What follows belongs to an exercise in optimizing a design on an open flow for small area, a short achievable clock period and few clock cycles; a production flow would make more cautious choices.
Only simulation tests tie the RTL to the original design; equivalence was not proved.

==> design.v <==
module dither_mono #(
    parameter W = 32
) (
    input  wire        clk,
    input  wire        rst,
    input  wire        in_valid,
    output wire        in_ready,
    input  wire [15:0] in_pixel,
    input  wire        in_sof,
    input  wire [7:0]  cfg_thr,
    input  wire        cfg_dither,
    output wire        out_valid,
    input  wire        out_ready,
    output wire [7:0]  out_byte
);
    localparam XB = $clog2(W);
    localparam NB = W / 8;
    localparam BB = (NB > 1) ? $clog2(NB) : 1;
    localparam S_LOAD = 2'd0;
    localparam S_PROC = 2'd1;
    localparam S_EMIT = 2'd2;
    reg [1:0]        state;
    reg [XB-1:0]     x;           
    reg [BB-1:0]     bidx;        
    reg              odd;         
    reg [5:0]        t6;          
    reg              dith;        
    reg [5:0]        ibuf [0:W-1];    
    reg signed [7:0] cur_err [0:W-1];  
    reg signed [7:0] nxt_err [0:W-1];  
    reg [W-1:0]      dec;             
    reg signed [7:0] carry;           
    function [5:0] intensity(input [15:0] p);
        reg [5:0] a, b, c, m;
        begin
            a = {p[4:0], 1'b0};
            b = p[10:5];
            c = {p[15:11], 1'b0};
            m = (a > b) ? a : b;
            intensity = (m > c) ? m : c;
        end
    endfunction
    assign in_ready  = (state == S_LOAD);
    assign out_valid = (state == S_EMIT);
    assign out_byte  = dec[bidx*8 +: 8];
    wire signed [9:0] acc   = $signed({4'b0, ibuf[x]}) + carry + cur_err[x];
    wire              on    = dith ? (acc > $signed({4'b0, t6}))
                                   : (ibuf[x] > t6);
    wire signed [9:0] e     = on ? acc - 10'sd63 : acc;
    wire signed [12:0] e7   = e * 7;
    wire signed [12:0] e3   = e * 3;
    wire signed [12:0] e5   = e * 5;
    wire signed [7:0] q7    = e7 >>> 4;
    wire signed [7:0] q3    = e3 >>> 4;
    wire signed [7:0] q5    = e5 >>> 4;
    wire signed [7:0] q1    = e - q7 - q3 - q5;
    wire              last_px = odd ? (x == 0) : (x == W - 1);
    wire [XB-1:0]     x_ahead  = odd ? x - 1'b1 : x + 1'b1;
    wire [XB-1:0]     x_behind = odd ? x + 1'b1 : x - 1'b1;
    wire              has_ahead  = !last_px;
    wire              has_behind = odd ? (x != W - 1) : (x != 0);
    integer i;
    always @(posedge clk) begin
        if (rst) begin
            state <= S_LOAD;
            x     <= 0;
            bidx  <= 0;
            odd   <= 1'b0;
            carry <= 8'sd0;
        end else begin
            case (state)
            S_LOAD: begin
                if (in_valid) begin
                    ibuf[x] <= intensity(in_pixel);
                    if (x == 0 && in_sof) begin
                        t6   <= cfg_thr[7:2];
                        dith <= cfg_dither;
                        odd  <= 1'b0;
                        for (i = 0; i < W; i = i + 1) begin
                            cur_err[i] <= 8'sd0;
                            nxt_err[i] <= 8'sd0;
                        end
                    end
                    if (x == W - 1) begin
                        state <= S_PROC;
                        carry <= 8'sd0;
                        x     <= odd ? W - 1 : 0;
                    end else begin
                        x <= x + 1'b1;
                    end
                end
            end
            S_PROC: begin
                dec[x] <= on;
                carry  <= q7;
                if (has_behind)
                    nxt_err[x_behind] <= nxt_err[x_behind] + q3;
                nxt_err[x] <= nxt_err[x] + q5;
                if (has_ahead)
                    nxt_err[x_ahead] <= nxt_err[x_ahead] + q1;
                if (last_px) begin
                    state <= S_EMIT;
                    bidx  <= 0;
                    x     <= 0;
                end else begin
                    x <= x_ahead;
                end
            end
            S_EMIT: begin
                if (out_ready) begin
                    if (bidx == NB - 1) begin
                        state <= S_LOAD;
                        odd   <= ~odd;
                        for (i = 0; i < W; i = i + 1) begin
                            cur_err[i] <= nxt_err[i];
                            nxt_err[i] <= 8'sd0;
                        end
                    end else begin
                        bidx <= bidx + 1'b1;
                    end
                end
            end
            default: state <= S_LOAD;
            endcase
        end
    end
endmodule
==> run.sh <==
#!/bin/bash
# synth_recipe.tcl (not shown) runs the flow's synth.tcl, then flattens the netlist and writes it again
# the make line also repeats each setting of config.mk as NAME=value (left out here)
make -C /OpenROAD-flow-scripts/flow DESIGN_CONFIG=/design/flow/config.mk WORK_HOME=/design/flow/orfs CLKGATE_MAP_FILE= SYNTH_SCRIPT=/design/flow/synth_recipe.tcl finish
==> config.mk <==
export PLATFORM = sky130hd
export DESIGN_NAME = dither_mono
export DESIGN_NICKNAME = dither_mono
export VERILOG_FILES = /design/flow/design.v
export SDC_FILE = /design/flow/constraint.sdc
export NUM_CORES = 4
export LEC_CHECK = 0
export CAP_MARGIN = 20
export CORE_MARGIN = 2
export CORE_UTILIZATION = 40
export PLACE_DENSITY = 0.6
export SLEW_MARGIN = 20
==> constraint.sdc <==
create_clock -name core_clock -period 13.0 [get_ports {clk}]
set_input_delay 2.6000 -clock core_clock [delete_from_list [all_inputs] [get_ports {clk}]]
set_output_delay 2.6000 -clock core_clock [all_outputs]
set_load 0.01 [all_outputs]
==> notes.md <==
drt total wl 169,000 µm; CP endpoint kind flip-flop; Seq/Total Area, Yosys approximately half; Synth Flop Type edfxtp_1; RSZ-0062 raised after global routing false; total core area between 100,000 and 150,000 µm²; WS Path Type flip-flop to flip-flop; post-synth cell types 73; clock latency on the worst-skew pair 700 ps; #FFs+latches synth 766; # setup viols final 0; cts-stage hold buffer count 0; Critical Path RT roughly 13,000 ps; clock skew 58.6 ps; Hold WS roughly 470 ps; global placer's final weighted congestion approximately 1.1; CP startpoint kind flip-flop; DRC errors left 0; Slew @ Worst Pin 1230 ps; number of flops mapped to enable cells by yosys 743; Final Hold Vio Count 0; Hold Path Cell Cnt 2; synthesized net count ~3,800; Hold Crit Class flip-flop to flip-flop; R2R Path Start x[0]$_SDFFE_PP0P_; row count 122; delay-heaviest family, CP adder cells; DR pass1 iterations 8; crit share post-route a little over nine tenths; Layout Area Growth over Synthesis 13.5%; initial drt markers 4,966; clock-pin slew of the registers on the worst-case setup and hold paths 60 ps; CP max FO 19; Initial Util 40.2%; Vias 33,900; worst path buffer plus inverter count 10; CP most frequent cell fa_1; fmax ~80 MHz; status no timing/DRC/antenna violations; sequential standard cell area 22,800 µm²; CTS max path bufs 3; first-pass GRT wire length between 200,000 and 250,000 µm; H-Tree Level Count 3; Worst Hold Path EP carry[6]$_SDFFE_PP0P_; fillers about 10,000; max cap viols 0; hold path start carry[6]$_SDFFE_PP0P_; WL per Instance 32.5 µm; post-synthesis cell count 3,579; Post-Place Cells 5,018; clock root buffer clkbuf_16; share of cells above drive strength 1 19.2%; worst-path cell with the longest stage delay fa_1; GRT Total Usage 29.3%; min Tclk post-route 12,370 ps; Synthesis Warnings 2; Arr. time, crit path 12,780 ps; Reg2Reg Depth 55; Post-Synthesis Cell Area 44,500 µm²; vias in the first global route around 31,000; IO Pins 40; cts bufs inserted 87; asr flop ratio synth 0%; Syn Area/Cell around 12 µm²; CTS tree yes; chip height 337 µm; setup total negative slack 0 ps; I/O Buffers 37; CTS sink cnt ~770; post-detailed-route count of antenna-violating nets 0; Max Slew Vio Count 0; die area 114,000 µm²; area occupied by multi-input gates 20,700 µm²; end of the worst register-to-register path nxt_err[18][7]$_DFFE_PP_; R2R Setup Slk 630 ps; fin cells 5,196; largest net degree at the start of global routing 183; gr ovfl total 0; Slew HR 17.3%; slowest stage delay, CP 510 ps; Die Width 337 µm; nets@finish around 3,800; initial antenna violation count 8; mean number of vias per cell 6.53; DP HPWL 119,000 µm
[worst max-delay path by stage]
| stage | slack [ps] | start | cells after the start | to |
|---|---|---|---|---|
| CTS | 80 | x[1]$_SDFFE_PP0P_ | 51 | nxt_err[16][7]$_DFFE_PP_ |
| global placement | 190 | x[1]$_SDFFE_PP0P_ | 51 | nxt_err[19][7]$_DFFE_PP_ |
| detailed placement | 160 | x[1]$_SDFFE_PP0P_ | 51 | nxt_err[16][7]$_DFFE_PP_ |
| finish | 630 | x[0]$_SDFFE_PP0P_ | 55 | nxt_err[18][7]$_DFFE_PP_ |
| global route | 20 | x[3]$_SDFFE_PP0P_ | 55 | nxt_err[16][7]$_DFFE_PP_ |
| floorplan | 210 | x[0]$_SDFFE_PP0P_ | 57 | nxt_err[2][7]$_DFFE_PP_ |
[cells in the mapped netlist, types with 26 or more instances]
cell type	number	area, µm²
o21a_1	28	210
o22ai_1	277	1730
nand2_1	425	1600
o21ai_0	229	1150
fa_1	34	681
nand3_1	66	330
a21oi_1	68	340
nor2_1	111	417
and2_1	259	1620
xnor2_1	52	455
edfxtp_1	743	22300
clkbuf_1	206	773
a221oi_1	54	473
ha_1	107	1340
a22o_1	45	394
mux4_2	276	6220
inv_1	94	353
buf_1	26	97.6
nor3_1	66	330
a22oi_1	49	368
[through the flow]
step	instance area (µm²)	utilization (%)	worst slack, ps
floorplan	44500	-	208
global placement	47300	42.8	187
detailed placement	47300	42.8	157
CTS	50300	45.5	76.1
global route	50400	45.6	18.4
finish	50500	45.7	633
[registers in the layout (all words and copies together), names as in the netlist, 2 cells and up, named ones only]
signal	flops
x	5
bidx	2
ibuf	192
carry	8
t6	6
nxt_err	256
cur_err	256
dec	32
state	2
[layer usage]
layer	part of all wire [%]	global-route usage (%)
met5	0.036	0
met4	6.9	17.8
met3	13	8.88
met2	44	43.2
met1	37	37.8
[cells by family after synthesis]
family / synth area share, %
xor gates and xnor gates: 1.77
AOI/OAI and AO/OA: 13.2
buffers and inverters: 3.08
muxes: 14.9
and+or+nand+nor: 11.3
DFF: 51.2
adders and majority gates: 4.54
[layout make-up]
cell class | count | area share [%]
antenna | 3 | 0.0149
clock buffer | 103 | 4.43
clock inverter | 59 | 1.44
inverter | 98 | 0.746
multi-input combinational | 2464 | 41.0
sequential | 766 | 45.2
tap | 1488 | 3.69
timing repair buffer | 215 | 3.52
[cells in the final DEF, fill, tap and decap left out, types with 17 or more instances in the layout]
master and instances:
xnor2_1 39, nand2_1 421, nand3_1 66, o21ai_2 29
clkdlybuf4s50_1 37, ha_1 105, mux2i_1 18, mux2_2 21
a221oi_1 53, clkbuf_16 87, clkinv_2 17, nor3_1 58
clkinv_1 18, mux4_2 276, xor2_1 17, a21oi_1 65
a22o_1 45, a21o_1 18, nor2_1 106, fa_1 34
o21ai_0 224, o22ai_1 276, a22oi_1 49, o221ai_1 23
o21a_1 28, dfxtp_1 19, and2_1 259, edfxtp_1 743
nand4_1 25, buf_4 170, inv_1 92
[worst min-delay path, delay by kind of cell (launching register included)]
kind | cells | cell delay, ps
simple gates | 1 | 50
flops | 1 | 330
compound gates | 1 | 60
[what timing repair did]
item	in CTS	in global routing
resized for setup	0	17
buffers inserted	0	12
endpoints found under the setup margin	0	32
hold endpoints to repair	0	0
Testbench counts, summed over its fixed seeds: cycles 43,180.

-- static timing again, ports no longer ideal --
In the flow no input, the clock included, has a driving cell. The finished layout below was timed again as built, in two steps. Step 1 assumes that a clkbuf_16 drives the clock port and a buf_2 every other input. Step 2, shift: input delay + t, output delay - t, t = (earliest + latest rising clock arrival at the registers) / 2. This alone moves slack from input paths to output paths. Three values: ideal ports, drivers, drivers and shift; two values: the first two.
t, ns: 0.747
setup WS [ns]: 0.633 / 0.633 / 0.633
hold slack, ns: 0.470 / 0.470 / 0.470
After both steps this run still meets setup and hold. The setup slack of this run moves by 0.000 ns with the drivers and by 0.000 ns with both steps.
